What follows belongs to an exercise in optimizing a design on an open flow for small area, a short achievable clock period and few clock cycles; a production flow would make more cautious choices. In this exercise RTL edits were held to simulation tests only and were not proved equivalent to the original. Power figures rest on the tool's default switching activity, not on a simulated workload.

==> design.v <==
module dfwt_ser (
    input  wire        clk,
    input  wire        rst,
    input  wire        push,
    input  wire [1:0]  push_kind,
    input  wire [31:0] push_val,
    input  wire        push_big,   
    input  wire        push_ge2,   
    input  wire        push_nz,    
    output wire        free,       
    output wire        idle,       
    input  wire        tr_reset,   
    output reg         gate,
    output reg  [31:0] timestep,
    output wire        out_valid,
    input  wire        out_ready,
    output wire [7:0]  out_byte
);
    reg        qv0, qv1;
    reg [7:0]  q0, q1;
    assign out_valid = qv0;
    assign out_byte  = q0;
    localparam K_NONE = 2'd0, K_FLUX = 2'd1, K_BYTE = 2'd2, K_WIDX = 2'd3;
    reg [1:0]  kind;
    reg [31:0] t;
    reg        big, ge2, nz;
    function [23:0] inc24(input [23:0] x);
        integer i, j;
        reg c, p;
        begin
            c = 1'b1;
            for (j = 0; j < 6; j = j + 1) begin
                p = c;
                for (i = 0; i < 4; i = i + 1) begin
                    inc24[4*j+i] = x[4*j+i] ^ p;
                    p = p & x[4*j+i];
                end
                c = c & (&x[4*j +: 4]);
            end
        end
    endfunction
    function [23:0] dec24(input [23:0] x);
        integer i, j;
        reg c, p;
        begin
            c = 1'b1;
            for (j = 0; j < 6; j = j + 1) begin
                p = c;
                for (i = 0; i < 4; i = i + 1) begin
                    dec24[4*j+i] = x[4*j+i] ^ p;
                    p = p & ~x[4*j+i];
                end
                c = c & ~(|x[4*j +: 4]);
            end
        end
    endfunction
    wire is_flux = (kind == K_FLUX);
    wire is_widx = (kind == K_WIDX);
    wire has     = (kind != K_NONE);
    wire        lo_z   = (t[6:0] == 7'd0);
    wire [6:0]  dec_lo = t[6:0] - 7'd1;
    wire [23:0] dec_hi = dec24(t[31:8]);
    wire [31:0] t_129  = lo_z ? {dec_hi, t[7], 7'h7F}
                              : (t[7] ? {t[31:8], 1'b0, dec_lo} : {dec_hi, 1'b1, dec_lo});
    wire        hi9_nz = (t[31:9] != 23'd0);
    wire        gt258  = hi9_nz || (t[8] && (t[7:2] != 6'd0 || t[1:0] == 2'd3));   
    wire        ge131  = hi9_nz || t[8] || (t[7] && (t[6:2] != 5'd0 || t[1:0] == 2'd3));  
    wire [5:0]  widx_k = big ? 6'd63 : t[5:0];
    wire [15:0] t_widx = t[15:0] - 16'd63;    
    wire        gt126  = (t[15:7] != 9'd0) || (t[6:0] == 7'h7F);                 
    reg [7:0] nbyte;
    always @(*) begin
        case (kind)
            K_FLUX: begin
                if (big)      nbyte = 8'hFF;
                else if (ge2) nbyte = {1'b1, t[6:0] - 7'd2};
                else if (nz)  nbyte = {7'd0, gate};
                else          nbyte = 8'h02;
            end
            K_BYTE:  nbyte = t[7:0];
            default: nbyte = {2'b01, widx_k};
        endcase
    end
    wire [7:0] inc = q0[7] ? {1'b0, q0[6:0]} + 8'd2
                           : {7'd0, (q0[7:2] == 6'd0)};
    wire [8:0] ts_lo = {1'b0, timestep[7:0]} + {1'b0, inc};
    reg        ts_c;
    wire take   = qv0 && out_ready;
    wire ld_out = has && !qv1;           
    wire last   = is_flux ? !nz : is_widx ? !big : 1'b1;
    assign free = !has || (ld_out && last);
    assign idle = !has && !qv0 && !ts_c;
    always @(posedge clk) begin
        if (rst) begin
            kind      <= K_NONE;
            qv0       <= 1'b0;
            qv1       <= 1'b0;
            gate      <= 1'b0;
            timestep  <= 32'd0;
            ts_c      <= 1'b0;
        end else begin
            if (ts_c)
                timestep[31:8] <= inc24(timestep[31:8]);
            ts_c <= 1'b0;
            if (take) begin
                timestep[7:0] <= ts_lo[7:0];
                ts_c          <= ts_lo[8];
            end
            if (take) begin
                qv1 <= 1'b0;
                if (!qv1) qv0 <= ld_out;
                else      qv1 <= ld_out;
            end else if (ld_out) begin
                if (!qv0) qv0 <= 1'b1;
                else      qv1 <= 1'b1;
            end
            if (ld_out && kind == K_BYTE && !t[5]) gate <= t[0];
            if (tr_reset) begin
                gate     <= 1'b0;
                timestep <= 32'd0;
            end
            if (push)
                kind <= push_kind;
            else if (ld_out && last)
                kind <= K_NONE;
        end
        if (take || !qv0)
            q0 <= qv1 ? q1 : nbyte;
        if (qv0 && (take ? qv1 : !qv1))
            q1 <= nbyte;
        if (push) begin
            t   <= push_val;
            big <= push_big;
            ge2 <= push_ge2;
            nz  <= push_nz;
        end else if (ld_out) begin
            if (is_widx) begin
                t   <= {16'd0, t_widx};
                big <= gt126;
            end else if (big) begin
                t   <= t_129;
                big <= gt258;
                ge2 <= ge131;
                nz  <= 1'b1;
            end else begin
                ge2 <= 1'b0;
                nz  <= 1'b0;
            end
        end
    end
endmodule
module dfwt_core (
    input  wire        clk,
    input  wire        rst,
    input  wire        op_valid,
    output wire        op_ready,
    input  wire [3:0]  op_code,
    input  wire [31:0] op_arg,
    input  wire [5:0]  op_len,
    output wire        out_valid,
    input  wire        out_ready,
    output wire [7:0]  out_byte,
    output wire        busy,
    output wire [15:0] crc,
    output wire [31:0] timestep,
    output wire        gate
);
    localparam OP_CRC_INIT  = 4'h0, OP_CRC_RESET = 4'h1, OP_CRC_BYTE = 4'h2,
               OP_MFM       = 4'h3, OP_FM        = 4'h4, OP_RAW      = 4'h5,
               OP_MFM_CRC   = 4'h6, OP_CONFIG    = 4'h7, OP_FLUSH    = 4'h8,
               OP_BT_RESET  = 4'h9, OP_WRGATE    = 4'hA, OP_FLUX     = 4'hB,
               OP_WAIT_IDX  = 4'hC, OP_STOP      = 4'hD, OP_TR_RESET = 4'hE;
    localparam S_IDLE = 2'd0, S_CELLS = 2'd1, S_PAD = 2'd2, S_EXEC = 2'd3;
    localparam K_FLUX = 2'd1, K_BYTE = 2'd2, K_WIDX = 2'd3;
    function [15:0] crc_byte(input [15:0] c, input [7:0] b);
        integer i;
        reg [15:0] x;
        begin
            x = c ^ {b, 8'h00};
            for (i = 0; i < 8; i = i + 1)
                x = x[15] ? ((x << 1) ^ 16'h1021) : (x << 1);
            crc_byte = x;
        end
    endfunction
    reg [1:0]  state;
    reg [15:0] crc_cur, crc_init;
    reg        last_bit;
    reg [14:0] half_r;
    reg [7:0]  precomp_r;
    reg [31:0] cell_buf;
    reg [4:0]  idx;       
    reg        enc;       
    reg        fm;
    reg [1:0]  pad_cnt;
    reg [3:0]  x_code;
    reg [5:0]  sr;
    reg [2:0]  warm;      
    reg [15:0] fw_lo, fw_hi;
    reg [1:0]  fw_c;
    reg        fw_b;
    reg        pend;      
    reg        zb;        
    reg        mp, mm;    
    reg        busy_r;
    reg [1:0]  crc_op;
    reg        rdy;       
    wire       ser_free, ser_idle;
    reg        push, tr_reset;
    reg [1:0]  push_kind;
    reg [31:0] push_val;
    reg        push_big, push_ge2, push_nz;
    dfwt_ser u_ser (
        .clk(clk), .rst(rst),
        .push(push), .push_kind(push_kind), .push_val(push_val),
        .push_big(push_big), .push_ge2(push_ge2), .push_nz(push_nz),
        .free(ser_free), .idle(ser_idle), .tr_reset(tr_reset),
        .gate(gate), .timestep(timestep),
        .out_valid(out_valid), .out_ready(out_ready), .out_byte(out_byte)
    );
    assign op_ready = rdy;
    assign busy     = busy_r;
    assign crc      = crc_cur;
    wire op_fire = op_valid && op_ready;
    wire [15:0] crc_nx  = crc_byte(crc_cur, cell_buf[7:0]);
    localparam C_NONE = 2'd0, C_INIT = 2'd1, C_RESET = 2'd2, C_BYTE = 2'd3;
    wire [15:0] crc_now = (crc_op == C_INIT)  ? cell_buf[15:0] :
                          (crc_op == C_RESET) ? crc_init :
                          (crc_op == C_BYTE)  ? crc_nx : crc_cur;
    wire [4:0] sel   = enc ? {1'b0, idx[4:1]} : idx;
    wire       d     = cell_buf[sel];
    wire       clkc  = fm | ~(last_bit | d);
    wire       cbit  = (state == S_CELLS) && ((enc && idx[0]) ? clkc : d);
    wire       lowering = (state == S_CELLS) || (state == S_PAD);
    wire       real_x   = warm[2];
    wire       judge    = real_x && sr[3];
    wire       step     = lowering && !(judge && !ser_free);
    wire [1:0]  fw_d    = fw_c - {1'b0, fw_b};
    wire [15:0] fw_hr   = fw_hi + {{14{fw_d[1]}}, fw_d};
    wire [31:0] fw_val  = {fw_hr, fw_lo};
    wire [16:0] pmx     = mm ? {9'h0FF, ~precomp_r} : mp ? {9'd0, precomp_r} : 17'd0;
    wire [16:0] lo_b    = zb ? 17'd0 : {1'b0, fw_lo};
    wire [16:0] hf      = {2'd0, half_r};
    wire [16:0] cs_s    = lo_b ^ pmx ^ hf;
    wire [16:0] cs_c    = (lo_b & pmx) | (lo_b & hf) | (pmx & hf);
    wire [17:0] lo_sum  = {1'b0, cs_s} + {cs_c, mm};
    wire [4:0]  w_next  = {sr[3:0], cbit};
    wire        real_n  = warm[2] || (warm[1:0] == 2'd3);
    wire        hr_z    = (fw_d == 2'd0) ? (fw_hi == 16'h0000) :
                          (fw_d == 2'd1) ? (fw_hi == 16'hFFFF) :
                          (fw_d == 2'd3) ? (fw_hi == 16'h0001) : 1'b0;
    wire        fw_hz   = hr_z && (fw_lo[15:8] == 8'd0);
    wire        fw_big  = !fw_hz || (fw_lo[7] && fw_lo[6:1] != 6'd0);
    wire        fw_ge2  = !fw_hz || (fw_lo[7:1] != 7'd0);
    wire        cb_hz   = (cell_buf[31:8] == 24'd0);
    wire        cb_big  = !cb_hz || (cell_buf[7] && cell_buf[6:1] != 6'd0);
    wire        cb_ge2  = !cb_hz || (cell_buf[7:1] != 7'd0);
    wire        cb_wbig = (cell_buf[15:6] != 10'd0);
    wire flush_op = (op_code[3] && (op_code != 4'hF)) || (op_code == OP_CONFIG);
    always @(*) begin
        push      = 1'b0;
        push_kind = K_FLUX;
        push_val  = cell_buf;
        tr_reset  = 1'b0;
        push_big  = cb_big;
        push_ge2  = cb_ge2;
        push_nz   = cb_ge2 || cell_buf[0];
        if (state == S_EXEC) begin
            case (x_code)
                OP_WRGATE:   begin push = ser_free; push_kind = K_BYTE; push_val = {31'd0, cell_buf[0]}; end
                OP_FLUX:     push = ser_free;
                OP_WAIT_IDX: begin push = ser_free && (cell_buf[15:0] != 16'd0); push_kind = K_WIDX; push_val = {16'd0, cell_buf[15:0]}; push_big = cb_wbig; end
                OP_STOP:     begin push = ser_free; push_kind = K_BYTE; push_val = 32'h3F; end
                OP_TR_RESET: tr_reset = ser_idle;
                default: ;
            endcase
        end else if (step && judge) begin
            push     = 1'b1;
            push_val = fw_val;
            push_big = fw_big;
            push_ge2 = fw_ge2;
            push_nz  = fw_ge2 || fw_lo[0];
        end
    end
    always @(posedge clk) begin
        if (rst) begin
            state     <= S_IDLE;
            crc_cur   <= 16'hFFFF;
            crc_init  <= 16'hFFFF;
            last_bit  <= 1'b0;
            half_r    <= 15'd200;
            precomp_r <= 8'd0;
            sr        <= 6'd0;
            warm      <= 3'd0;
            pend      <= 1'b0;
            zb        <= 1'b1;
            mp        <= 1'b0;
            mm        <= 1'b0;
            busy_r    <= 1'b0;
            crc_op    <= C_NONE;
            rdy       <= 1'b1;
        end else begin
            crc_cur <= crc_now;
            if (crc_op == C_INIT) crc_init <= cell_buf[15:0];
            crc_op <= C_NONE;
            busy_r <= (state != S_IDLE) || op_fire || !ser_idle;
            case (state)
                S_IDLE: if (op_fire) begin
                    case (op_code)
                        OP_CRC_INIT:  crc_op <= C_INIT;
                        OP_CRC_RESET: crc_op <= C_RESET;
                        OP_CRC_BYTE:  crc_op <= C_BYTE;
                        OP_MFM, OP_FM: begin
                            if (op_arg[8]) crc_op <= C_BYTE;
                            state    <= S_CELLS;
                            rdy      <= 1'b0;
                        end
                        OP_RAW: if (!op_len[5] || (op_len[4:0] == 5'd0)) begin
                            last_bit <= op_arg[0];
                            if (op_len != 6'd0) begin
                                state <= S_CELLS;
                                rdy   <= 1'b0;
                            end
                        end
                        OP_MFM_CRC: begin
                            state <= S_CELLS;
                            rdy   <= 1'b0;
                        end
                        OP_BT_RESET: begin
                            last_bit <= 1'b0;
                            state    <= pend ? S_PAD : S_EXEC;
                            rdy      <= 1'b0;
                        end
                        default: if (flush_op) begin
                            state <= pend ? S_PAD : S_EXEC;
                            rdy   <= 1'b0;
                        end
                    endcase
                end
                S_EXEC: begin
                    case (x_code)
                        OP_CONFIG: begin
                            half_r    <= cell_buf[15:1];
                            precomp_r <= cell_buf[23:16];
                            state     <= S_IDLE;
                            rdy       <= 1'b1;
                        end
                        OP_WRGATE, OP_FLUX, OP_STOP:
                            if (ser_free) begin
                                state <= S_IDLE;
                                rdy   <= 1'b1;
                            end
                        OP_WAIT_IDX:
                            if (ser_free || cell_buf[15:0] == 16'd0) begin
                                state <= S_IDLE;
                                rdy   <= 1'b1;
                            end
                        OP_TR_RESET:
                            if (ser_idle) begin
                                state <= S_IDLE;
                                rdy   <= 1'b1;
                            end
                        default: begin
                            state <= S_IDLE;
                            rdy   <= 1'b1;
                        end
                    endcase
                end
                default: ;
            endcase
            if (step) begin
                sr   <= {sr[4:0], cbit};
                pend <= 1'b1;
                zb   <= !real_n || sr[2];
                mp   <= (w_next == 5'b00101);
                mm   <= (w_next == 5'b10100);
                if (!real_x)
                    warm <= warm + 3'd1;
                if (state == S_CELLS) begin
                    if (enc && !idx[0]) last_bit <= d;
                    if (idx == 5'd0) begin
                        state <= S_IDLE;
                        rdy   <= 1'b1;
                    end
                end else if (pad_cnt == 2'd3) begin
                    sr    <= 6'd0;
                    warm  <= 3'd0;
                    pend  <= 1'b0;
                    zb    <= 1'b1;
                    mp    <= 1'b0;
                    mm    <= 1'b0;
                    state <= S_EXEC;
                end
            end
        end
        if (step) begin
            fw_lo <= lo_sum[15:0];
            fw_hi <= zb ? 16'd0 : fw_hr;
            fw_c  <= lo_sum[17:16];
            fw_b  <= mm;
        end
        if (rdy) begin
            x_code   <= op_code;
            pad_cnt  <= 2'd0;
            enc      <= (op_code != OP_RAW);
            fm       <= (op_code == OP_FM);
            cell_buf <= (op_code == OP_MFM_CRC) ? {16'd0, crc_now} : op_arg;
            idx      <= (op_code == OP_RAW) ? op_len[4:0] - 5'd1 :
                        (op_code == OP_MFM_CRC) ? 5'd31 : 5'd15;
        end else if (step) begin
            idx     <= idx - 5'd1;
            pad_cnt <= pad_cnt + 2'd1;
        end
    end
endmodule
==> flow/run.sh <==
#!/bin/bash
set -euo pipefail
bash standard.sh SETUP_SLACK_MARGIN=5.7 \
  "BUFFER_PORTS_ARGS=-buffer_cell sky130_fd_sc_hd__buf_1" \
  "CTS_ARGS=-sink_clustering_enable -repair_clock_nets -dont_use_dummy_load" \
  finish > standard.log 2>&1
==> standard.sh <==
#!/bin/bash
# synth_recipe.tcl (not shown) runs the flow's synth.tcl, then flattens the netlist and writes it again
# the make line also repeats each setting of config.mk as NAME=value (left out here)
make -C /OpenROAD-flow-scripts/flow DESIGN_CONFIG=/design/flow/config.mk WORK_HOME=/design/flow/orfs CLKGATE_MAP_FILE= SYNTH_SCRIPT=/design/flow/synth_recipe.tcl "${@:-finish}"
==> config.mk <==
export PLATFORM = sky130hd
export DESIGN_NAME = dfwt_core
export DESIGN_NICKNAME = dfwt_core
export VERILOG_FILES = /design/flow/design.v
export SDC_FILE = /design/flow/constraint.sdc
export NUM_CORES = 4
export LEC_CHECK = 0
export CAP_MARGIN = 20
export CORE_MARGIN = 2
export CORE_UTILIZATION = 60
export SETUP_SLACK_MARGIN = 5
export SLEW_MARGIN = 20
==> constraint.sdc <==
create_clock -name core_clock -period 9.0 [get_ports {clk}]
set_input_delay 1.8000 -clock core_clock [delete_from_list [all_inputs] [get_ports {clk}]]
set_output_delay 1.8000 -clock core_clock [all_outputs]
set_load 0.01 [all_outputs]
==> results of run 1 <==
[metrics by stage]
step / setup slack, ns / util, %
after CTS: 5.67 / 67.3
after floorplan: 5.62 / -
after global placement: 4.46 / 63.8
final: 5.65 / 67.9
after global routing: 5.53 / 67.9
after detailed placement: 4.40 / 63.8
[path summary, 6_finish.rpt]
path | slack [ns] | end | startpoint | cells after the start
worst max-delay path | 5.65 | fw_c[0]$_DFFE_PN_ | mp$_SDFFE_PP0N_ | 16
worst min-delay path | 0.44 | crc_init[7]$_SDFFE_PP1P_ | crc_init[7]$_SDFFE_PP1P_ | 2
worst max register to register | 5.65 | fw_c[0]$_DFFE_PN_ | mp$_SDFFE_PP0N_ | 16
worst min register to register | 0.44 | crc_init[7]$_SDFFE_PP1P_ | crc_init[7]$_SDFFE_PP1P_ | 2
[per-layer routing]
| metal | global-route usage, % | up-vias |
|---|---|---|
| met5 | 0 | - |
| met3 | 4.03 | 67 |
| met1 | 42.1 | 5956 |
| met2 | 45.7 | 422 |
| li1 | - | 5975 |
| met4 | 6.48 | 0 |
[cell usage in the layout, fill, tap and decap left out, types with 7 or more instances in the layout]
| master | Yosys | routed |
|---|---|---|
| sky130_fd_sc_hd__nand2_1 | 170 | 170 |
| sky130_fd_sc_hd__a21oi_1 | 161 | 158 |
| sky130_fd_sc_hd__nor2_1 | 159 | 158 |
| sky130_fd_sc_hd__edfxtp_1 | 129 | 129 |
| sky130_fd_sc_hd__dfxtp_1 | 113 | 109 |
| sky130_fd_sc_hd__buf_1 | 5 | 104 |
| sky130_fd_sc_hd__ha_1 | 94 | 90 |
| sky130_fd_sc_hd__inv_1 | 78 | 77 |
| sky130_fd_sc_hd__xnor2_1 | 56 | 56 |
| sky130_fd_sc_hd__o21ai_0 | 55 | 51 |
| sky130_fd_sc_hd__mux2i_1 | 48 | 48 |
| sky130_fd_sc_hd__nor2b_1 | 44 | 41 |
| sky130_fd_sc_hd__xor2_1 | 41 | 40 |
| sky130_fd_sc_hd__nor3_1 | 40 | 39 |
| sky130_fd_sc_hd__nand2b_1 | 35 | 35 |
| sky130_fd_sc_hd__nand3_1 | 30 | 30 |
| sky130_fd_sc_hd__nor4_1 | 29 | 29 |
| sky130_fd_sc_hd__o22ai_1 | 28 | 28 |
| sky130_fd_sc_hd__clkbuf_16 | 0 | 27 |
| sky130_fd_sc_hd__buf_4 | 1 | 24 |
| sky130_fd_sc_hd__fa_1 | 18 | 17 |
| sky130_fd_sc_hd__o21a_1 | 16 | 16 |
| sky130_fd_sc_hd__a31oi_1 | 16 | 16 |
| sky130_fd_sc_hd__a21o_1 | 14 | 14 |
| sky130_fd_sc_hd__o211ai_1 | 13 | 13 |
| sky130_fd_sc_hd__nand4_1 | 12 | 12 |
| sky130_fd_sc_hd__nand3b_1 | 11 | 11 |
| sky130_fd_sc_hd__and2_1 | 10 | 9 |
| sky130_fd_sc_hd__mux2_2 | 8 | 8 |
| sky130_fd_sc_hd__and3_1 | 8 | 7 |
| sky130_fd_sc_hd__a22oi_1 | 7 | 7 |
| sky130_fd_sc_hd__o221ai_1 | 7 | 7 |
[timing repair]
item | 4_1_cts | 5_1_grt
gates resized for setup | 25 | 23
hold buffers | 0 | 0
buffers inserted | 11 | 5
pin swaps | 9 | 11
endpoints found under the setup margin | 133 | 90
gates cloned | 0 | 1
[synthesized netlist by cell type (4+ instances only)]
library cell and instances:
sky130_fd_sc_hd__fa_1 18, sky130_fd_sc_hd__nor4_1 29, sky130_fd_sc_hd__ha_1 94, sky130_fd_sc_hd__a211oi_1 6
sky130_fd_sc_hd__a21o_1 14, sky130_fd_sc_hd__mux2_2 8, sky130_fd_sc_hd__buf_1 5, sky130_fd_sc_hd__mux4_1 5
sky130_fd_sc_hd__clkbuf_1 65, sky130_fd_sc_hd__inv_1 78, sky130_fd_sc_hd__o21a_1 16, sky130_fd_sc_hd__a21oi_1 161
sky130_fd_sc_hd__mux2i_1 48, sky130_fd_sc_hd__nand2b_1 35, sky130_fd_sc_hd__xor2_1 41, sky130_fd_sc_hd__nand4_1 12
sky130_fd_sc_hd__buf_2 10, sky130_fd_sc_hd__nor3_1 40, sky130_fd_sc_hd__a21boi_0 4, sky130_fd_sc_hd__xnor2_1 56
sky130_fd_sc_hd__a41oi_1 5, sky130_fd_sc_hd__and3_1 8, sky130_fd_sc_hd__nand3b_1 11, sky130_fd_sc_hd__dfxtp_1 113
sky130_fd_sc_hd__or3_1 6, sky130_fd_sc_hd__and2_1 10, sky130_fd_sc_hd__edfxtp_1 129, sky130_fd_sc_hd__nor2_1 159
sky130_fd_sc_hd__o21bai_1 6, sky130_fd_sc_hd__a22oi_1 7, sky130_fd_sc_hd__a31o_2 4, sky130_fd_sc_hd__o22ai_1 28
sky130_fd_sc_hd__nand2_1 170, sky130_fd_sc_hd__nor3b_1 6, sky130_fd_sc_hd__o31ai_1 7, sky130_fd_sc_hd__o221ai_1 7
sky130_fd_sc_hd__or4_1 6, sky130_fd_sc_hd__nor2b_1 44, sky130_fd_sc_hd__nand3_1 30, sky130_fd_sc_hd__o211ai_1 13
sky130_fd_sc_hd__a31oi_1 16, sky130_fd_sc_hd__o21ai_0 55
[cell type report]
| type | instances | share of cell area [%] |
|---|---|---|
| clock buffers | 27 | 4.08 |
| repair buffers | 131 | 3.66 |
| inverters | 79 | 1.81 |
| well taps | 324 | 2.45 |
| flip-flops and latches | 242 | 37.1 |
| multi-input cells | 1232 | 50.9 |
[cell families (layout without fill, tap and decap cells)]
family	Yosys count	after routing
buffers and inverters	161	237
xor gates and xnor gates	97	97
and+or+nand+nor	581	582
muxes	65	65
DFF	242	242
AOI/OAI and AO/OA	376	376
adders and majority gates	112	112
[flip-flops by register name, indices dropped and copies added (netlist names), 3 cells and up]
signal and count:
fw_hi 16, warm 3, x_code 4, fw_lo 16, crc_init 16, u_ser.timestep 32
sr 4, cell_buf 32, crc_cur 16, idx 5, u_ser.t 32, half_r 15
u_ser.q1 8, precomp_r 8, u_ser.q0 8
[worst reg2reg max path: stages, from the launching register on]
cell                       delay (ns)
sky130_fd_sc_hd__dfxtp_2         0.34
sky130_fd_sc_hd__nor2b_4         0.22
sky130_fd_sc_hd__mux2i_1         0.12
sky130_fd_sc_hd__fa_1            0.43
sky130_fd_sc_hd__inv_1           0.11
sky130_fd_sc_hd__ha_4            0.14
sky130_fd_sc_hd__inv_2           0.04
sky130_fd_sc_hd__fa_2            0.39
sky130_fd_sc_hd__nor2b_2         0.14
sky130_fd_sc_hd__o21ai_2         0.08
sky130_fd_sc_hd__a21boi_2        0.18
sky130_fd_sc_hd__o41ai_2         0.09
sky130_fd_sc_hd__buf_4           0.15
sky130_fd_sc_hd__o211ai_1        0.25
sky130_fd_sc_hd__a31o_2          0.20
sky130_fd_sc_hd__a21oi_2         0.06
sky130_fd_sc_hd__xnor2_1         0.12
[power breakdown]
part / total (mW) / internal [mW] / switching, mW
combinational: 1.25 / 0.478 / 0.773
clock: 0.921 / 0.522 / 0.398
sequential: 1.54 / 1.36 / 0.187
==> summary.txt, run 1 <==
=====================================================================================
Total Routed Length                                                           38.5 mm
Final period utilization                                                        37.2%
Clock buffer depth                                                                  3
Placed cells                                                                     1991
Number of H-tree levels                                                             1
Main combinational cell family by area after synthesis                   simple AND/OR/NAND/NOR gates
Largest net degree at the start of global routing                                  61
Setup repair after global routing missed its margin                              true
Sum of buffers and inverters on the critical path                                   3
Yosys warning total                                                                 2
Required time worst endpoint                                                  9.25 ns
Number of buffers inserted by port buffering                                      105
Filler cells                                                                     2047
Die width                                                                      162 um
WL met1                                                                       17.6 mm
Number of global-route vias before repair                                       11600
Post-synthesis instance total                                                    1634
Critical path's top delay family                                          adder cells
Total clock buffers created by CTS                                                 27
Min Clock Period, post-route                                                  3.35 ns
Full die area                                                            0.0263 sq mm
Max cap viols                                                                       0
Path type of the worst setup path                                        register to register
Peak ir drop on the vdd network                                            0.000237 V
Clock network latency to the later pin of the worst-skew pair                 0.55 ns
Share of async-settable or async-resettable flops after synthesis                  0%
Standard cell core area                                                  0.0244 sq mm
Synthesized-area fraction occupied by ao, oa, aoi and oai cells                 15.3%
Syn Nets                                                                         1792
Run status                                           no timing/DRC/antenna violations
Fraction of post-synthesis cell area in the top cell type by area               25.8%
Sum of overflow across all layers after global routing                              0
Critical Path Slowest Stage Cell                                         sky130_fd_sc_hd__fa_1
Total design power                                                            3.72 mW
Worst-case clock skew                                                       0.0586 ns
Top sig layer                                                                    met4
First-pass GRT wire length                                                    60.8 mm
GPL Wtd Cong                                                                    0.879
Residual DRC count                                                                  0
Total power density per cell area                                         224 mW/mm^2
Cells taking the most area after synthesis                               sky130_fd_sc_hd__edfxtp_1 26%, sky130_fd_sc_hd__dfxtp_1 15%, sky130_fd_sc_hd__ha_1 7.8%
Simple logic cell fraction of the synthesized area                              18.6%
Static power due to leakage                                                   6.28 nW
Avg Cell Area, Syn                                                         9.18 sq um
Register area                                                            0.00614 sq mm
Antenna Cells                                                                       0
Final net count                                                                  1871
Achievable Freq                                                             0.298 GHz
HPWL after DPL                                                                27.7 mm
Portion of the post-synthesis area used by sequential elements                  40.9%
Cell type with the largest total area after synthesis                    sky130_fd_sc_hd__edfxtp_1
Fin. max-slew vios                                                                  0
Total Neg Setup Slack                                                            0 ns
Area of the mapped netlist                                               0.0150 sq mm
Routed length on met3                                                         2.59 mm
Count of placed standard cells in the final layout, fillers left out             2035
Startpoint Class                                                             register
Starting utilization of the core area                                           61.5%
Worst hold path type                                                     register to register
Wire length on met2                                                           17.5 mm
Worst-case headroom to the max-slew limit                                       33.2%
Tightest hold margin                                                         0.442 ns
Area of the multi-input gates                                            0.00843 sq mm
DIE HEIGHT                                                                     162 um
Type of element capturing the critical path                                  register
Number of distinct library cells after synthesis                                   74
Number of standard-cell rows in the floorplan                                      57
TritonCTS clock tree                                                              yes
Count of final hold-check violations                                                0
Ports placed on the boundary                                                      106
Flip-flop cell with the highest count after synthesis                    sky130_fd_sc_hd__edfxtp_1
Number of flip-flops and latches in the synthesized netlist                       242
Initial antenna violation count                                                     0
Share of synthesized area spent on multiplexers                                 5.12%
Via density per instance                                                         6.10
Post-layout instance area                                                0.0166 sq mm
Max Fanout on Critical Path                                                         6
Growth of design area from synthesis to finish                                  10.5%
Ordered list of cells on the worst path                                  nor2b_4, mux2i_1, fa_1, inv_1, ha_4, inv_2, fa_2, nor2b_2, o21ai_2, a21boi_2, o41ai_2, buf_4, o211ai_1, a31o_2, a21oi_2, xnor2_1
Layout cell share with drive strength beyond 1                                  6.95%
Via count                                                                       12400
Number of flops mapped to enable cells by yosys                                   129
Adder-cell share of the synthesized area                                        10.2%
Clk sink count                                                                    242
Root buffer selected by CTS                                              sky130_fd_sc_hd__clkbuf_16
Transition at the pin with the smallest max-transition slack                 0.994 ns
Clock transition at the registers of the reported paths                       0.06 ns
Post-detailed-route wirelength per cell                                       18.9 um
Number of iterations in the first detailed-routing pass                             5
Delay of the slowest cell on the worst path                                   0.43 ns
# setup viols final                                                                 0
Total routing resource utilization after global routing                         28.8%
Area share of xor/xnor cells in the synthesized design                          5.67%
Dpl cell area                                                            0.0156 sq mm
WP data arrival                                                               3.60 ns
Antenna violation net count after detailed routing                                  0
Count of routing violations after the opening detailed-route iteration           1081
=====================================================================================
Testbench counts, summed over its fixed seeds: cycles 205,357.
==> run 2, diff against run 1 <==
--- a/config.mk
+++ b/config.mk
@@ -9,3 +9,3 @@
 export CORE_MARGIN = 2
-export CORE_UTILIZATION = 60
+export CORE_UTILIZATION = 50
 export SETUP_SLACK_MARGIN = 5
==> run 2 against run 1 <==
Critical endpoint unchanged. Sequential cell count is the same. Clock skew fell by 0.032 ns. Worst setup slack better by 0.072 ns. Core utilization fell by 11 points. Critical path depth is the same. Still clean on timing, DRC and antenna. Die area increased by 19%. Clock-buffer cell count rose by 1.
==> summary.txt, run 2 <==
=====================================================================================
Run status                                           no timing/DRC/antenna violations
Total clock buffers created by CTS                                                 28   +3.7%
Yosys warning total                                                                 2   unchanged
Number of H-tree levels                                                             1   unchanged
Switching fraction of total power                                               36.6%   +0.048 points
Peak ir drop on the vdd network                                            0.000178 V   -25%
Number of buffers inserted by port buffering                                      105   unchanged
Cells taking the most area after synthesis                               sky130_fd_sc_hd__edfxtp_1 26%, sky130_fd_sc_hd__dfxtp_1 15%, sky130_fd_sc_hd__ha_1 7.8%
Setup repair after global routing missed its margin                              true
Post-synthesis instance total                                                    1634   unchanged
Clk sink count                                                                    242   unchanged
Number of standard-cell rows in the floorplan                                      63   +11%
Share of async-settable or async-resettable flops after synthesis                  0%   unchanged
Max cap viols                                                                       0   unchanged
Transition at the pin with the smallest max-transition slack                  1.03 ns   +0.0344 ns
Commonest non-fill, non-tap cell in the layout                           sky130_fd_sc_hd__nand2_1
Dpl cell area                                                            0.0157 sq mm   +0.68%
Via density per instance                                                         5.83   -4.5%
Reg-to-Reg Start                                                         mp$_SDFFE_PP0N_
Total routing resource utilization after global routing                         25.0%   -3.7 points
Count of routing violations after the opening detailed-route iteration            961   -11%
Portion of the post-synthesis area used by sequential elements                  40.9%   unchanged
Portion of total power attributed to combinational logic                        33.3%   -0.4 points
Syn Nets                                                                         1792   unchanged
Number of iterations in the first detailed-routing pass                             5   unchanged
Tightest hold margin                                                         0.439 ns   -0.00380 ns
Area of the mapped netlist                                               0.0150 sq mm   unchanged
Worst-case hold path end point                                           crc_init[7]$_SDFFE_PP1P_
Critical Path Slowest Stage Cell                                         sky130_fd_sc_hd__fa_1
Total Neg Setup Slack                                                            0 ns   unchanged
Clock transition at the registers of the reported paths                       0.06 ns   about the same
Total Routed Length                                                           40.1 mm   +4.2%
Starting utilization of the core area                                           50.7%   -11 points
Type of element capturing the critical path                                  register
Ordered list of cells on the worst path                                  nor2b_4, buf_4, nand2_4, o21ai_4, fa_1, inv_2, fa_2, nor2b_1, o21ai_2, a21boi_2, o41ai_2, buf_4, o211ai_1, a31o_2, a21oi_2, xnor2_1
Launch instance of the worst min-delay path                              crc_init[7]$_SDFFE_PP1P_
Final period utilization                                                        36.4%   -0.80 points
Delay of the slowest cell on the worst path                                   0.58 ns   +0.15 ns
Fraction of post-synthesis cell area in the top cell type by area               25.8%   unchanged
# setup viols final                                                                 0   unchanged
Sum of overflow across all layers after global routing                              0   unchanged
Via count                                                                       12300   -0.59%
Area of the multi-input gates                                            0.00845 sq mm   +0.19%
Residual DRC count                                                                  0   unchanged
Worst hold path cell count                                                          2   unchanged
Flip-flop cell with the highest count after synthesis                    sky130_fd_sc_hd__edfxtp_1
Largest net degree at the start of global routing                                  61   unchanged
Regs by FF count                                                         cell_buf x32, u_ser.t x32, u_ser.timestep x32
Standard cell core area                                                  0.0296 sq mm   +21%
Achievable Freq                                                             0.305 GHz   +2.2%
CTS Hold Buffers Added                                                              0   unchanged
Final net count                                                                  1889   +0.96%
Full die area                                                            0.0314 sq mm   +19%
Antenna Cells                                                                       0   unchanged
Post-layout instance area                                                0.0168 sq mm   +1.5%
Number of global-route vias before repair                                       11300   -2.6%
Path type of the worst setup path                                        register to register
Worst hold path type                                                     register to register
TritonCTS clock tree                                                              yes
Post-detailed-route wirelength per cell                                       18.9 um   about the same
Worst-case clock skew                                                       0.0262 ns   -0.0324 ns
Max Fanout on Critical Path                                                         5   -1
Fin. max-slew vios                                                                  0   unchanged
Growth of design area from synthesis to finish                                  12.1%
Internal power component                                                      2.36 mW   about the same
Core Util, Final                                                                56.9%   -11 points
Power share of the clock group                                                  25.6%   +0.8 points
Worst-case headroom to the max-slew limit                                       30.9%   -2.3 points
Root buffer selected by CTS                                              sky130_fd_sc_hd__clkbuf_16
Sum of buffers and inverters on the critical path                                   3   unchanged
Cell mode on critical path                                               sky130_fd_sc_hd__buf_4
Required time worst endpoint                                                  9.28 ns   +0.03 ns
Register area                                                            0.00615 sq mm   about the same
GPL Wtd Cong                                                                    0.941   +7.1%
Filler cells                                                                     2739   +34%
Cell type with the largest total area after synthesis                    sky130_fd_sc_hd__edfxtp_1
End of the worst register-to-register path                               fw_c[0]$_DFFE_PN_
Total power density per cell area                                         221 mW/mm^2   -1.4%
Ports placed on the boundary                                                      106   unchanged
Number of flops mapped to enable cells by yosys                                   129   unchanged
Critical path's top delay family                                          adder cells
Die width                                                                      177 um   +9.3%
Antenna violation net count after detailed routing                                  0   unchanged
Layout cell share with drive strength beyond 1                                  8.27%   +1.3 points
HPWL after DPL                                                                29.1 mm   +5.2%
Static power due to leakage                                                   6.42 nW   +2.1%
Net switching power of the design                                             1.36 mW   +0.17%
Number of flip-flops and latches in the synthesized netlist                       242   unchanged
Startpoint Class                                                             register
Min Clock Period, post-route                                                  3.28 ns   -0.0716 ns
Count of final hold-check violations                                                0   unchanged
Most used cells in the layout excluding fill and tap cells               168 x sky130_fd_sc_hd__nand2_1, 157 x sky130_fd_sc_hd__a21oi_1, 157 x sky130_fd_sc_hd__nor2_1, 129 x sky130_fd_sc_hd__edfxtp_1, 108 x sky130_fd_sc_hd__dfxtp_1
Clock buffer depth                                                                  3   unchanged
Post-synth top cells                                                     170 x sky130_fd_sc_hd__nand2_1, 161 x sky130_fd_sc_hd__a21oi_1, 159 x sky130_fd_sc_hd__nor2_1, 129 x sky130_fd_sc_hd__edfxtp_1, 113 x sky130_fd_sc_hd__dfxtp_1
Clock network latency to the later pin of the worst-skew pair                 0.55 ns   about the same
DIE HEIGHT                                                                     177 um   +9.3%
Path depth of the worst reg2reg path                                               16   unchanged
Most numerous cell in the Yosys netlist                                  sky130_fd_sc_hd__nand2_1
Number of distinct library cells after synthesis                                   74   unchanged
Avg Cell Area, Syn                                                         9.18 sq um   unchanged
WP data arrival                                                               3.55 ns   -0.05 ns
First-pass GRT wire length                                                    62.3 mm   +2.4%
Total design power                                                            3.72 mW   about the same
Fraction of power consumed by sequential logic                                  41.1%   -0.5 points
Initial antenna violation count                                                     0   unchanged
Setup slack, reg-to-reg                                                       5.72 ns   +0.07 ns
=====================================================================================
run 2: cell counts after synthesis:
No cell type changed its count.
run 2: logic make-up (layout without fill, tap and decap cells):
logic type | count (synthesis) | count (layout) | synth area share [%]
buffers and inverters | 161 | 254 | 4.19
multiplexers | 65 | 65 | 5.12
adder cells (fa/ha/maj) | 112 | 112 | 10.2
XOR/XNOR | 97 | 97 | 5.67
AND/OR/NAND/NOR | 581 | 583 | 18.6
AO/OA/AOI/OAI | 376 | 376 | 15.3
flip-flops | 242 | 242 | 40.9
run 2: layout make-up:
type,count,area share [%]
Clock buffer,28,4.17
Inverter,79,1.79
Multi-Input combinational cell,1233,50.2
Sequential cell,242,36.6
Tap cell,390,2.90
Timing Repair Buffer,147,4.32
run 2: timing repair:
item,in CTS,in global routing
endpoints found under the setup margin,127,87
gates cloned,0,2
resized for setup,28,31
buffers inserted,9,20
pin swaps,7,17
run 2: per-stage QoR:
stage | std cells | setup WS, ns
after floorplan | 1634 | 5.62
after global placement | 2060 | 4.61
after detailed placement | 2060 | 4.48
after CTS | 2097 | 5.68
after global routing | 2119 | 5.60
final | 2119 | 5.72
run 2: layer usage:
layer | track usage (%) | wire length, um
met1 | 36.7 | 18500
met2 | 39.4 | 18600
met3 | 3.57 | 2430
met4 | 4.96 | 555
met5 | 0 | 0
run 2: worst max path at each step:
stage                                     startpoint                    end  cells past startpoint
after floorplan                      mm$_SDFFE_PP0N_      fw_c[0]$_DFFE_PN_                     16
after global placement    u_ser.kind[0]$_SDFFE_PP0P_  u_ser.t[21]$_DFFE_PP_                      8
after detailed placement  u_ser.kind[0]$_SDFFE_PP0P_  u_ser.t[18]$_DFFE_PP_                      8
after CTS                            mp$_SDFFE_PP0N_      fw_c[0]$_DFFE_PN_                     16
after global routing                 mp$_SDFFE_PP0N_      fw_c[1]$_DFFE_PN_                     15
final                                mp$_SDFFE_PP0N_      fw_c[0]$_DFFE_PN_                     16
run 2: worst min-delay path, stage by stage, from the launching register on:
cell and delay (ns):
sky130_fd_sc_hd__dfxtp_1 0.30, sky130_fd_sc_hd__nand2_1 0.05, sky130_fd_sc_hd__nand2_1 0.04
run 2: power groups by stage:
stage / sequential, mW / clock, mW / combinational (mW)
global route: 1.54 / 1.01 / 1.36
global placement: 1.54 / 0 / 1.18
CTS: 1.52 / 0.974 / 1.21
detailed placement: 1.54 / 0 / 1.19
finish: 1.53 / 0.953 / 1.24
floorplan: 1.49 / 0 / 0.870
==> run 3, diff against run 2 <==
--- a/config.mk
+++ b/config.mk
@@ -9,3 +9,3 @@
 export CORE_MARGIN = 2
-export CORE_UTILIZATION = 50
+export CORE_UTILIZATION = 55
 export SETUP_SLACK_MARGIN = 5
==> run 3 against run 2 <==
Via count down 0.96%. Clock-buffer cell count is 1 lower. Maximum frequency is 1.4% higher. Still clean on timing, DRC and antenna. Critical path depth shrank 3. Register-to-register slack better by 0.04 ns. Sequential cell count unchanged. Global-route usage increased by 2.0 points. Die area down 8.9%. Clock skew is 0.030 ns higher.
==> summary.txt, run 3 <==
=====================================================================================
Required time worst endpoint                                                  9.26 ns   -0.02 ns
Post-layout instance area                                                0.0166 sq mm   -1.4%
Post-synthesis instance total                                                    1634   unchanged
Standard cell core area                                                  0.0269 sq mm   -9.1%
Number of standard-cell rows in the floorplan                                      60   -4.8%
Total design power                                                            3.69 mW   -0.82%
Worst-case headroom to the max-slew limit                                       37.0%   +6.1 points
Final period utilization                                                        35.9%   -0.49 points
Number of flip-flops and latches in the synthesized netlist                       242   unchanged
Most used cells in the layout excluding fill and tap cells               170 x sky130_fd_sc_hd__nand2_1, 157 x sky130_fd_sc_hd__nor2_1, 157 x sky130_fd_sc_hd__a21oi_1, 129 x sky130_fd_sc_hd__edfxtp_1, 108 x sky130_fd_sc_hd__dfxtp_1
Syn Nets                                                                         1792   unchanged
Count of final hold-check violations                                                0   unchanged
Launch instance of the worst min-delay path                              crc_init[6]$_SDFFE_PP1P_
Fin. max-slew vios                                                                  0   unchanged
Tightest hold margin                                                         0.439 ns   +0.000584 ns
Type of element capturing the critical path                                  register
Yosys warning total                                                                 2   unchanged
Clock transition at the registers of the reported paths                       0.06 ns   about the same
Residual DRC count                                                                  0   unchanged
Critical Path Slowest Stage Cell                                         sky130_fd_sc_hd__fa_1
Cells taking the most area after synthesis                               sky130_fd_sc_hd__edfxtp_1 26%, sky130_fd_sc_hd__dfxtp_1 15%, sky130_fd_sc_hd__ha_1 7.8%
Full die area                                                            0.0286 sq mm   -8.9%
Number of distinct library cells after synthesis                                   74   unchanged
GPL Wtd Cong                                                                    0.893   -5.1%
Post-synth top cells                                                     170 x sky130_fd_sc_hd__nand2_1, 161 x sky130_fd_sc_hd__a21oi_1, 159 x sky130_fd_sc_hd__nor2_1, 129 x sky130_fd_sc_hd__edfxtp_1, 113 x sky130_fd_sc_hd__dfxtp_1
Transition at the pin with the smallest max-transition slack                 0.938 ns   -0.0910 ns
Post-detailed-route wirelength per cell                                       19.1 um   +0.63%
Antenna Cells                                                                       0   unchanged
Starting utilization of the core area                                           55.8%   +5.1 points
Worst hold path type                                                     register to register
Largest net degree at the start of global routing                                  61   unchanged
Initial antenna violation count                                                     0   unchanged
Regs by FF count                                                         cell_buf x32, u_ser.t x32, u_ser.timestep x32
Delay of the slowest cell on the worst path                                   0.51 ns   -0.07 ns
Ordered list of cells on the worst path                                  buf_12, nand2b_1, fa_1, inv_1, ha_1, nor2b_1, o21ai_1, a21boi_2, o41ai_4, o211ai_1, a31o_2, a21oi_2, xnor2_1
Filler cells                                                                     2379   -13%
Flip-flop cell with the highest count after synthesis                    sky130_fd_sc_hd__edfxtp_1
Antenna violation net count after detailed routing                                  0   unchanged
Most numerous cell in the Yosys netlist                                  sky130_fd_sc_hd__nand2_1
Via density per instance                                                         5.96   +2.3%
Total power density per cell area                                         222 mW/mm^2   +0.60%
# setup viols final                                                                 0   unchanged
Number of buffers inserted by port buffering                                      105   unchanged
Final net count                                                                  1871   -0.95%
Number of iterations in the first detailed-routing pass                             5   unchanged
TritonCTS clock tree                                                              yes
Number of H-tree levels                                                             1   unchanged
Clock network latency to the later pin of the worst-skew pair                 0.56 ns   about the same
Setup crit start                                                         zb$_SDFFE_PP1N_
Dpl cell area                                                            0.0156 sq mm   -0.34%
Commonest non-fill, non-tap cell in the layout                           sky130_fd_sc_hd__nand2_1
Max cap viols                                                                       0   unchanged
Avg Cell Area, Syn                                                         9.18 sq um   unchanged
Run status                                           no timing/DRC/antenna violations
Static power due to leakage                                                   6.31 nW   -1.7%
Portion of the post-synthesis area used by sequential elements                  40.9%   unchanged
Startpoint Class                                                             register
HPWL after DPL                                                                28.3 mm   -2.9%
Growth of design area from synthesis to finish                                  10.5%
Clk sink count                                                                    242   unchanged
Total Neg Setup Slack                                                            0 ns   unchanged
Max Fanout on Critical Path                                                        16   +11
Via count                                                                       12200   -0.96%
Area of the mapped netlist                                               0.0150 sq mm   unchanged
WP data arrival                                                               3.49 ns   -0.06 ns
First-pass GRT wire length                                                    61.9 mm   -0.58%
Count of routing violations after the opening detailed-route iteration            999   +4.0%
Ports placed on the boundary                                                      106   unchanged
Min Clock Period, post-route                                                  3.24 ns   -0.0444 ns
Root buffer selected by CTS                                              sky130_fd_sc_hd__clkbuf_16
Worst-case clock skew                                                       0.0562 ns   +0.0300 ns
Sum of overflow across all layers after global routing                              0   unchanged
Die width                                                                      169 um   -4.5%
Setup repair after global routing missed its margin                              true
Reg-to-Reg Start                                                         zb$_SDFFE_PP1N_
Total Routed Length                                                           39.1 mm   -2.6%
Number of global-route vias before repair                                       11400   +1.4%
Achievable Freq                                                             0.309 GHz   +1.4%
DIE HEIGHT                                                                     169 um   -4.5%
Path type of the worst setup path                                        register to register
Number of flops mapped to enable cells by yosys                                   129   unchanged
Layout cell share with drive strength beyond 1                                  6.78%   -1.5 points
Peak ir drop on the vdd network                                            0.000313 V   +75%
CTS Hold Buffers Added                                                              0   unchanged
Cell type with the largest total area after synthesis                    sky130_fd_sc_hd__edfxtp_1
Total clock buffers created by CTS                                                 27   -3.6%
Total routing resource utilization after global routing                         27.1%   +2.0 points
Share of async-settable or async-resettable flops after synthesis                  0%   unchanged
Clock buffer depth                                                                  3   unchanged
Fraction of post-synthesis cell area in the top cell type by area               25.8%   unchanged
=====================================================================================
[run 3: cell counts after synthesis]
No cell type changed its count.
[run 3: kinds of logic (layout without fill, tap and decap cells)]
family / Yosys count / in the layout / synth area share [%]
xor+xnor: 97 / 97 / 5.67
fa+ha+maj: 112 / 112 / 10.2
buf+inv: 161 / 237 / 4.19
simple gates: 581 / 582 / 18.6
compound gates: 376 / 376 / 15.3
flops: 242 / 242 / 40.9
mux: 65 / 65 / 5.12
[run 3: worst paths after layout]
check,to,slack (ns),depth (start not counted)
worst max-delay path,fw_c[0]$_DFFE_PN_,5.76,13
worst min-delay path,crc_init[6]$_SDFFE_PP1P_,0.44,2
worst max register to register,fw_c[0]$_DFFE_PN_,5.76,13
worst min register to register,crc_init[6]$_SDFFE_PP1P_,0.44,2
[run 3: stage by stage]
step | setup slack, ns | utilization (%) | cells
final | 5.76 | 61.7 | 2052
after detailed placement | 4.35 | 58.1 | 2012
after global placement | 4.47 | 58.1 | 2012
after CTS | 5.70 | 61.1 | 2045
after floorplan | 5.62 | - | 1634
after global routing | 5.63 | 61.7 | 2052
[run 3: repair_timing]
item | CTS | global route
cloned | 0 | 2
hold endpoints to repair | 0 | 0
buffers inserted | 6 | 5
setup endpoints to repair | 127 | 80
pin swaps | 3 | 10
gates resized for setup | 26 | 18
[run 3: layout make-up]
cell class,instances,area [sq um],share of cell area [%]
Multi-Input combinational cell,1232,8410,50.7
Clock buffer,27,676,4.08
Timing Repair Buffer,131,621,3.74
Sequential cell,242,6140,37.1
Inverter,79,299,1.80
Tap cell,341,427,2.57
[run 3: where the power goes]
group	internal [mW]	switching (mW)
sequential	1.36	0.176
clock	0.522	0.405
combinational	0.460	0.769
total	2.34	1.35
[run 3: layer usage]
metal | global-route usage, % | share of wire [%]
met5 | 0 | 0
met3 | 3.16 | 5.9
met1 | 40.1 | 46
met4 | 5.98 | 2.0
met2 | 42.9 | 46
[run 3: critical path, delay by kind of cell (launching register included)]
kind / cells / cell delay [ns]
AOI/OAI and AO/OA: 6 / 1.19
xor gates and xnor gates: 1 / 0.07
adders and majority gates: 2 / 0.85
buffers and inverters: 2 / 0.19
DFF: 1 / 0.35
and+or+nand+nor: 2 / 0.33
==> run 4, diff against run 3 <==
==> flow/run.sh (replaced) <==
#!/bin/bash
set -euo pipefail
bash standard.sh SETUP_SLACK_MARGIN=5.7 \
  "BUFFER_PORTS_ARGS=-buffer_cell sky130_fd_sc_hd__buf_1" \
  "CTS_ARGS=-sink_clustering_enable -repair_clock_nets -dont_use_dummy_load -sink_clustering_size 30 -sink_clustering_max_diameter 60" \
  finish > standard.log 2>&1
==> run 4 against run 3 <==
Largest cell class unchanged. Clock power fell by 7.6%. Register-to-register slack lost 0.05 ns. Sequential power about the same. Cell count about the same. Core utilization down 0.11 points. Highest routed layer unchanged. First-iteration DRC count up 12%. Global-route usage fell by 0.057 points. Worst setup slack worse by 0.054 ns. Synthesized cell count did not move.
==> summary.txt, run 4 <==
=====================================================================================
Total clock buffers created by CTS                                                 24   -11%
Number of distinct library cells after synthesis                                   74   unchanged
Total Routed Length                                                           39.4 mm   +0.77%
Number of flip-flops and latches in the synthesized netlist                       242   unchanged
Filler cells                                                                     2376   -0.13%
Total Neg Setup Slack                                                            0 ns   unchanged
Starting utilization of the core area                                           55.8%   unchanged
TritonCTS clock tree                                                              yes
Share of async-settable or async-resettable flops after synthesis                  0%   unchanged
WP data arrival                                                               3.56 ns   +0.07 ns
Static power due to leakage                                                   6.30 nW   about the same
Clock buffer depth                                                                  3   unchanged
Switching fraction of total power                                               37.0%   +0.39 points
HPWL after DPL                                                                28.3 mm   unchanged
Count of final hold-check violations                                                0   unchanged
Critical Path Slowest Stage Cell                                         sky130_fd_sc_hd__fa_1
Number of H-tree levels                                                             1   unchanged
Clock transition at the registers of the reported paths                       0.06 ns   about the same
Cell type with the largest total area after synthesis                    sky130_fd_sc_hd__edfxtp_1
Power share of the clock group                                                  23.6%   -1.5 points
Startpoint Class                                                             register
Worst hold path type                                                     register to register
Count of placed standard cells in the final layout, fillers left out             2054   +0.097%
Fraction of post-synthesis cell area in the top cell type by area               25.8%   unchanged
Commonest non-fill, non-tap cell in the layout                           sky130_fd_sc_hd__nand2_1
Post-synthesis instance total                                                    1634   unchanged
Placed cells                                                                     2012   unchanged
WL met1                                                                       18.5 mm   +2.2%
Die width                                                                      169 um   unchanged
Post-detailed-route wirelength per cell                                       19.2 um   +0.67%
Total power density per cell area                                         219 mW/mm^2   -1.6%
Clock network latency to the later pin of the worst-skew pair                 0.53 ns   -0.03 ns
Routed length on met3                                                         2.24 mm   -3.6%
Path type of the worst setup path                                        register to register
Number of global-route vias before repair                                       11500   +0.48%
DIE HEIGHT                                                                     169 um   unchanged
Cells taking the most area after synthesis                               sky130_fd_sc_hd__edfxtp_1 26%, sky130_fd_sc_hd__dfxtp_1 15%, sky130_fd_sc_hd__ha_1 7.8%
Number of standard-cell rows in the floorplan                                      60   unchanged
Run status                                           no timing/DRC/antenna violations
Syn Nets                                                                         1792   unchanged
Delay of the slowest cell on the worst path                                   0.48 ns   -0.03 ns
Via density per instance                                                         6.01   +0.92%
Max cap viols                                                                       0   unchanged
Worst-case headroom to the max-slew limit                                       37.6%   +0.54 points
Setup slack, reg-to-reg                                                       5.71 ns   -0.05 ns
Number of iterations in the first detailed-routing pass                             5   unchanged
Final net count                                                                  1873   +0.11%
Residual DRC count                                                                  0   unchanged
Portion of the post-synthesis area used by sequential elements                  40.9%   unchanged
GPL Wtd Cong                                                                    0.893   unchanged
Required time worst endpoint                                                  9.27 ns   about the same
First-pass GRT wire length                                                    61.9 mm   about the same
Transition at the pin with the smallest max-transition slack                 0.930 ns   -0.00809 ns
Most used cells in the layout excluding fill and tap cells               169 x sky130_fd_sc_hd__nand2_1, 158 x sky130_fd_sc_hd__nor2_1, 157 x sky130_fd_sc_hd__a21oi_1, 129 x sky130_fd_sc_hd__edfxtp_1, 109 x sky130_fd_sc_hd__dfxtp_1
Area of the mapped netlist                                               0.0150 sq mm   unchanged
Full die area                                                            0.0286 sq mm   unchanged
Fin. max-slew vios                                                                  0   unchanged
Top sig layer                                                                    met4
Antenna Cells                                                                       0   unchanged
Flip-flop cell with the highest count after synthesis                    sky130_fd_sc_hd__edfxtp_1
Min Clock Period, post-route                                                  3.29 ns   +0.0538 ns
Setup repair after global routing missed its margin                              true
Worst-case clock skew                                                       0.0333 ns   -0.0229 ns
Largest net degree at the start of global routing                                  61   unchanged
Net switching power of the design                                             1.34 mW   -0.70%
Initial antenna violation count                                                     0   unchanged
Portion of total power attributed to combinational logic                        34.1%   +0.8 points
Fraction of power consumed by sequential logic                                  42.3%   +0.7 points
Final period utilization                                                        36.5%   +0.60 points
Count of routing violations after the opening detailed-route iteration           1121   +12%
Antenna violation net count after detailed routing                                  0   unchanged
Peak ir drop on the vdd network                                            0.000298 V   -4.7%
Internal power component                                                      2.28 mW   -2.4%
Yosys warning total                                                                 2   unchanged
Sum of overflow across all layers after global routing                              0   unchanged
Via count                                                                       12400   +1.0%
Number of buffers inserted by port buffering                                      105   unchanged
Number of flops mapped to enable cells by yosys                                   129   unchanged
Avg Cell Area, Syn                                                         9.18 sq um   unchanged
Layout cell share with drive strength beyond 1                                  6.83%   +0.050 points
Growth of design area from synthesis to finish                                  10.3%
Regs by FF count                                                         cell_buf x32, u_ser.t x32, u_ser.timestep x32
Type of element capturing the critical path                                  register
Root buffer selected by CTS                                              sky130_fd_sc_hd__clkbuf_16
# setup viols final                                                                 0   unchanged
Standard cell core area                                                  0.0269 sq mm   unchanged
Most numerous cell in the Yosys netlist                                  sky130_fd_sc_hd__nand2_1
Max Fanout on Critical Path                                                         5   -11
Total routing resource utilization after global routing                         27.0%   -0.057 points
Post-synth top cells                                                     170 x sky130_fd_sc_hd__nand2_1, 161 x sky130_fd_sc_hd__a21oi_1, 159 x sky130_fd_sc_hd__nor2_1, 129 x sky130_fd_sc_hd__edfxtp_1, 113 x sky130_fd_sc_hd__dfxtp_1
Ordered list of cells on the worst path                                  nor2b_4, buf_4, mux2i_1, fa_1, inv_1, ha_1, nor2b_1, o21ai_1, a21boi_2, o41ai_4, o211ai_1, a31o_2, a21oi_2, xnor2_1
Wire length on met2                                                           17.9 mm   +0.26%
Ports placed on the boundary                                                      106   unchanged
Achievable Freq                                                             0.304 GHz   -1.6%
Clk sink count                                                                    242   unchanged
=====================================================================================
==> run 4: cell counts after synthesis <==
Identical to the previous run, type by type.
==> run 4: cell families after synthesis <==
kind of cell	Yosys count	share of synthesized area (%)
xor gates and xnor gates	97	5.67
muxes	65	5.12
adders and majority gates	112	10.2
DFF	242	40.9
and+or+nand+nor	581	18.6
buffers and inverters	161	4.19
AOI/OAI and AO/OA	376	15.3
==> run 4: through the flow <==
step	area (sq um)	setup slack [ns]	total power, mW	hold WS [ns]	utilization, %
after floorplan	15000	5.62	2.36	0.422	-
after global placement	15600	4.47	2.73	0.431	58.1
after detailed placement	15600	4.35	2.74	0.434	58.1
after CTS	16400	5.70	3.61	0.445	60.9
after global routing	16500	5.60	3.82	0.460	61.6
final	16500	5.71	3.62	0.443	61.6
==> run 4: layer usage <==
metal | track usage (%) | vias to the layer above
met5 | 0 | -
met4 | 5.91 | 0
met3 | 2.74 | 55
met2 | 43.0 | 348
met1 | 40.1 | 5962
li1 | - | 5988
==> run 4: final timing paths <==
check,depth (start not counted),from,end
setup / recovery,14,mm$_SDFFE_PP0N_,fw_c[0]$_DFFE_PN_
hold / removal,2,crc_init[6]$_SDFFE_PP1P_,crc_init[6]$_SDFFE_PP1P_
setup reg to reg,14,mm$_SDFFE_PP0N_,fw_c[0]$_DFFE_PN_
hold reg to reg,2,crc_init[6]$_SDFFE_PP1P_,crc_init[6]$_SDFFE_PP1P_
==> run 4: power by group through the flow <==
| stage | sequential, mW | clock [mW] | combinational (mW) |
|---|---|---|---|
| global route | 1.54 | 0.911 | 1.36 |
| global placement | 1.54 | 0 | 1.18 |
| finish | 1.53 | 0.857 | 1.24 |
| detailed placement | 1.55 | 0 | 1.19 |
| CTS | 1.52 | 0.879 | 1.20 |
| floorplan | 1.49 | 0 | 0.870 |
==> run 4: worst max-delay path, delay by kind of cell, from the launching register on <==
kind | cells | cell delay, ns
AO/OA/AOI/OAI | 6 | 1.18
XOR/XNOR | 1 | 0.07
adder cells (fa/ha/maj) | 2 | 0.84
buffers and inverters | 2 | 0.17
flip-flops | 1 | 0.38
multiplexers | 1 | 0.07
AND/OR/NAND/NOR | 2 | 0.33
==> run 4: final cells by class <==
class                      count  area (sq um)  share of cell area, %
multi-input combinational   1233          8420                   50.9
sequential                   242          6140                   37.1
timing repair buffer         135           651                   3.93
clock buffer                  24           601                   3.63
tap                          341           427                   2.58
inverter                      79           303                   1.83
==> run 4: timing repair <==
action | in CTS | in global routing
hold buffers | 0 | 0
setup buffers | 6 | 9
gates resized for setup | 26 | 19
endpoints found under the setup margin | 131 | 49
pin swaps | 3 | 10
cloned | 0 | 3
==> run 5, diff against run 4 <==
==> flow/run.sh (replaced) <==
#!/bin/bash
set -euo pipefail
bash standard.sh SETUP_SLACK_MARGIN=5.7 \
  "BUFFER_PORTS_ARGS=-buffer_cell sky130_fd_sc_hd__buf_1" \
  "CTS_ARGS=-sink_clustering_enable -repair_clock_nets -dont_use_dummy_load -sink_clustering_buffer sky130_fd_sc_hd__clkbuf_8 -sink_clustering_size 12" \
  finish > standard.log 2>&1
==> run 5 against run 4 <==
Largest cell class unchanged. Still clean. Critical endpoint unchanged. Clock power rose by 3.4%. Die area stayed put. Core utilization up 0.20 points.
==> summary.txt, run 5 <==
=====================================================================================
Core Util, Final                                                                61.8%   +0.20 points
TritonCTS clock tree                                                              yes
Portion of total power attributed to combinational logic                        33.8%   -0.3 points
Antenna violation net count after detailed routing                                  0   unchanged
Path type of the worst setup path                                        register to register
Setup repair after global routing missed its margin                              true
Filler cells                                                                     2393   +0.72%
Root buffer selected by CTS                                              sky130_fd_sc_hd__clkbuf_16
Largest net degree at the start of global routing                                  61   unchanged
Most numerous cell in the Yosys netlist                                  sky130_fd_sc_hd__nand2_1
Full die area                                                            0.0286 sq mm   unchanged
Type of element capturing the critical path                                  register
Number of iterations in the first detailed-routing pass                             5   unchanged
Growth of design area from synthesis to finish                                  10.7%
Power share of the clock group                                                  24.3%   +0.7 points
Commonest non-fill, non-tap cell in the layout                           sky130_fd_sc_hd__nand2_1
Fraction of power consumed by sequential logic                                  41.9%   -0.4 points
Count of final hold-check violations                                                0   unchanged
Startpoint Class                                                             register
Layout cell share with drive strength beyond 1                                  7.98%   +1.1 points
Area of the multi-input gates                                            0.00844 sq mm   +0.18%
HPWL after DPL                                                                28.3 mm   unchanged
# setup viols final                                                                 0   unchanged
Achievable Freq                                                             0.308 GHz   +1.2%
Number of standard-cell rows in the floorplan                                      60   unchanged
Avg Cell Area, Syn                                                         9.18 sq um   unchanged
Peak ir drop on the vdd network                                            0.000294 V   -1.4%
Least setup slack across all paths after layout                               5.75 ns   +0.0403 ns
Total Neg Setup Slack                                                            0 ns   unchanged
Transition at the pin with the smallest max-transition slack                  1.02 ns   +0.0927 ns
Number of flip-flops and latches in the synthesized netlist                       242   unchanged
Clock network latency to the later pin of the worst-skew pair                 0.50 ns   -0.03 ns
Internal power component                                                      2.29 mW   +0.29%
Post-synth top cells                                                     170 x sky130_fd_sc_hd__nand2_1, 161 x sky130_fd_sc_hd__a21oi_1, 159 x sky130_fd_sc_hd__nor2_1, 129 x sky130_fd_sc_hd__edfxtp_1, 113 x sky130_fd_sc_hd__dfxtp_1
Static power due to leakage                                                   6.33 nW   +0.46%
First-pass GRT wire length                                                    62.1 mm   +0.26%
Worst-case hold path end point                                           crc_init[6]$_SDFFE_PP1P_
Launch instance of the worst min-delay path                              crc_init[6]$_SDFFE_PP1P_
Die width                                                                      169 um   unchanged
Ports placed on the boundary                                                      106   unchanged
Antenna Cells                                                                       0   unchanged
Final net count                                                                  1890   +0.91%
Number of distinct library cells after synthesis                                   74   unchanged
CTS Hold Buffers Added                                                              0   unchanged
Setup slack, reg-to-reg                                                       5.75 ns   +0.04 ns
Max Fanout on Critical Path                                                        16   +11
Residual DRC count                                                                  0   unchanged
Via density per instance                                                         5.99   -0.33%
Number of H-tree levels                                                             2   +1
Number of global-route vias before repair                                       11600   +0.94%
Total design power                                                            3.65 mW   +0.85%
Yosys warning total                                                                 2   unchanged
Register area                                                            0.00615 sq mm   about the same
Area of the mapped netlist                                               0.0150 sq mm   unchanged
DIE HEIGHT                                                                     169 um   unchanged
Total clock buffers created by CTS                                                 43   +79%
Total power density per cell area                                         220 mW/mm^2   +0.53%
Path depth of the worst reg2reg path                                               13   -1
Worst-case headroom to the max-slew limit                                       31.3%   -6.2 points
GPL Wtd Cong                                                                    0.893   unchanged
Run status                                           no timing/DRC/antenna violations
Clock transition at the registers of the reported paths                       0.06 ns   about the same
Dpl cell area                                                            0.0156 sq mm   unchanged
Count of placed standard cells in the final layout, fillers left out             2071   +0.83%
Max cap viols                                                                       0   unchanged
Min Clock Period, post-route                                                  3.25 ns   -0.0403 ns
Tightest hold margin                                                         0.439 ns   -0.00360 ns
Post-detailed-route wirelength per cell                                       19.2 um   -0.21%
Count of routing violations after the opening detailed-route iteration           1119   -0.18%
Required time worst endpoint                                                  9.22 ns   -0.05 ns
Number of flops mapped to enable cells by yosys                                   129   unchanged
Final period utilization                                                        36.1%   -0.45 points
Standard cell core area                                                  0.0269 sq mm   unchanged
Share of async-settable or async-resettable flops after synthesis                  0%   unchanged
Sum of overflow across all layers after global routing                              0   unchanged
Worst-case clock skew                                                       0.0419 ns   +0.00861 ns
Post-synthesis instance total                                                    1634   unchanged
Total Routed Length                                                           39.7 mm   +0.62%
Cells taking the most area after synthesis                               sky130_fd_sc_hd__edfxtp_1 26%, sky130_fd_sc_hd__dfxtp_1 15%, sky130_fd_sc_hd__ha_1 7.8%
Post-placement setup slack                                                    4.35 ns   unchanged
End of the worst register-to-register path                               fw_c[0]$_DFFE_PN_
Worst hold path cell count                                                          2   unchanged
Flip-flop cell with the highest count after synthesis                    sky130_fd_sc_hd__edfxtp_1
Initial antenna violation count                                                     0   unchanged
Via count                                                                       12400   +0.49%
Clk sink count                                                                    242   unchanged
Worst hold path type                                                     register to register
Fin. max-slew vios                                                                  0   unchanged
Syn Nets                                                                         1792   unchanged
WP data arrival                                                               3.47 ns   -0.09 ns
Placed cells                                                                     2012   unchanged
Regs by FF count                                                         cell_buf x32, u_ser.t x32, u_ser.timestep x32
Portion of the post-synthesis area used by sequential elements                  40.9%   unchanged
Starting utilization of the core area                                           55.8%   unchanged
Post-layout instance area                                                0.0166 sq mm   +0.32%
Clock buffer depth                                                                  3   unchanged
Cell type with the largest total area after synthesis                    sky130_fd_sc_hd__edfxtp_1
Reg-to-Reg Start                                                         zb$_SDFFE_PP1N_
Net switching power of the design                                             1.36 mW   +1.8%
Total routing resource utilization after global routing                         27.2%   +0.21 points
Number of buffers inserted by port buffering                                      105   unchanged
Switching fraction of total power                                               37.3%   +0.35 points
Most used cells in the layout excluding fill and tap cells               170 x sky130_fd_sc_hd__nand2_1, 157 x sky130_fd_sc_hd__nor2_1, 157 x sky130_fd_sc_hd__a21oi_1, 129 x sky130_fd_sc_hd__edfxtp_1, 108 x sky130_fd_sc_hd__dfxtp_1
Fraction of post-synthesis cell area in the top cell type by area               25.8%   unchanged
=====================================================================================
==> run 5: cell counts after synthesis <==
Identical to the previous run, type by type.
==> run 5: final cells by class <==
class,count,share of cell area (%)
multi-input combinational,1233,50.8
sequential,242,37.0
clock buffer,43,3.91
timing repair buffer,133,3.84
tap,341,2.57
inverter,79,1.82
==> run 5: critical path, stage by stage (launching register included) <==
cell and delay, ns:
sky130_fd_sc_hd__dfxtp_4 0.36, sky130_fd_sc_hd__buf_12 0.15, sky130_fd_sc_hd__nand2b_1 0.18, sky130_fd_sc_hd__fa_1 0.51, sky130_fd_sc_hd__inv_1 0.04, sky130_fd_sc_hd__ha_1 0.36, sky130_fd_sc_hd__nor2b_1 0.16, sky130_fd_sc_hd__o21ai_1 0.19
sky130_fd_sc_hd__a21boi_2 0.11, sky130_fd_sc_hd__o41ai_4 0.28, sky130_fd_sc_hd__o211ai_1 0.20, sky130_fd_sc_hd__a31o_2 0.24, sky130_fd_sc_hd__a21oi_2 0.14, sky130_fd_sc_hd__xnor2_1 0.07
==> run 5: cell families after synthesis <==
| family | after synthesis | synth area share, % |
|---|---|---|
| AOI/OAI and AO/OA | 376 | 15.3 |
| DFF | 242 | 40.9 |
| adders and majority gates | 112 | 10.2 |
| muxes | 65 | 5.12 |
| and+or+nand+nor | 581 | 18.6 |
| buffers and inverters | 161 | 4.19 |
| xor gates and xnor gates | 97 | 5.67 |
==> run 5: repair_timing <==
item | in CTS | in global routing
resized for setup | 26 | 27
gates cloned | 0 | 3
endpoints found under the setup margin | 141 | 55
buffers inserted | 7 | 6
pin swaps | 3 | 13
==> run 5: how the worst max path moves through the flow <==
| stage | start | endpoint | depth (start not counted) |
|---|---|---|---|
| after floorplan | mm$_SDFFE_PP0N_ | fw_c[0]$_DFFE_PN_ | 16 |
| after global placement | u_ser.kind[0]$_SDFFE_PP0P_ | u_ser.t[20]$_DFFE_PP_ | 8 |
| after detailed placement | u_ser.kind[0]$_SDFFE_PP0P_ | u_ser.t[20]$_DFFE_PP_ | 8 |
| after CTS | zb$_SDFFE_PP1N_ | fw_c[0]$_DFFE_PN_ | 15 |
| after global routing | mm$_SDFFE_PP0N_ | fw_c[0]$_DFFE_PN_ | 15 |
| final | zb$_SDFFE_PP1N_ | fw_c[0]$_DFFE_PN_ | 13 |
==> run 5: metal layers <==
metal	wire length (um)	global-route usage (%)
met3	2640	4.26
met2	17800	42.2
met1	18400	40.0
met4	746	7.10
met5	0	0
==> run 5: power by group through the flow <==
stage | clock network (mW) | logic (mW) | registers [mW]
4_1_cts | 0.903 | 1.21 | 1.53
6_report | 0.886 | 1.24 | 1.53
3_5_place_dp | 0 | 1.19 | 1.55
3_3_place_gp | 0 | 1.18 | 1.54
2_1_floorplan | 0 | 0.870 | 1.49
5_1_grt | 0.943 | 1.36 | 1.55

-- static timing again, ports no longer ideal --
The results above use ideal ports. As a check the final layouts listed here were re-extracted and re-timed, cells and wires unchanged.
Step 1 (the two cells are an assumption about what drives the block):
set clk [get_ports {clk}]
set_driving_cell -lib_cell sky130_fd_sc_hd__clkbuf_16 $clk
set_driving_cell -lib_cell sky130_fd_sc_hd__buf_2 [delete_from_list [all_inputs] $clk]
Step 2 adds t to the input delays and takes it off the output delays; t is the mean of the earliest and latest rising clock arrival at the registers after step 1. Input paths then give back, and output paths get back, about the clock's delay inside the block.
a / b / c = ideal / step 1 / step 2; a / b = the first two.
run	shift t [ns]	setup WS [ns]	worst setup path after step 2	worst register clock-pin slew, ns	worst data-port slew with drivers (ns)
run 1	0.568	5.649 / 5.649 / 5.448	input to register	0.06 / 0.06	0.05
run 2	0.586	5.720 / 5.720 / 5.280	input to register	0.06 / 0.06	0.06
run 3	0.579	5.765 / 5.765 / 5.390	input to register	0.06 / 0.06	0.04
run 4	0.565	5.711 / 5.711 / 5.346	input to register	0.08 / 0.08	0.04
run 5	0.526	5.751 / 5.751 / 5.432	input to register	0.06 / 0.06	0.04
After both steps setup and hold are still met in every run listed. For run 2, which loses most, drivers alone change the setup slack by 0.000 ns; drivers and shift together by -0.440 ns.
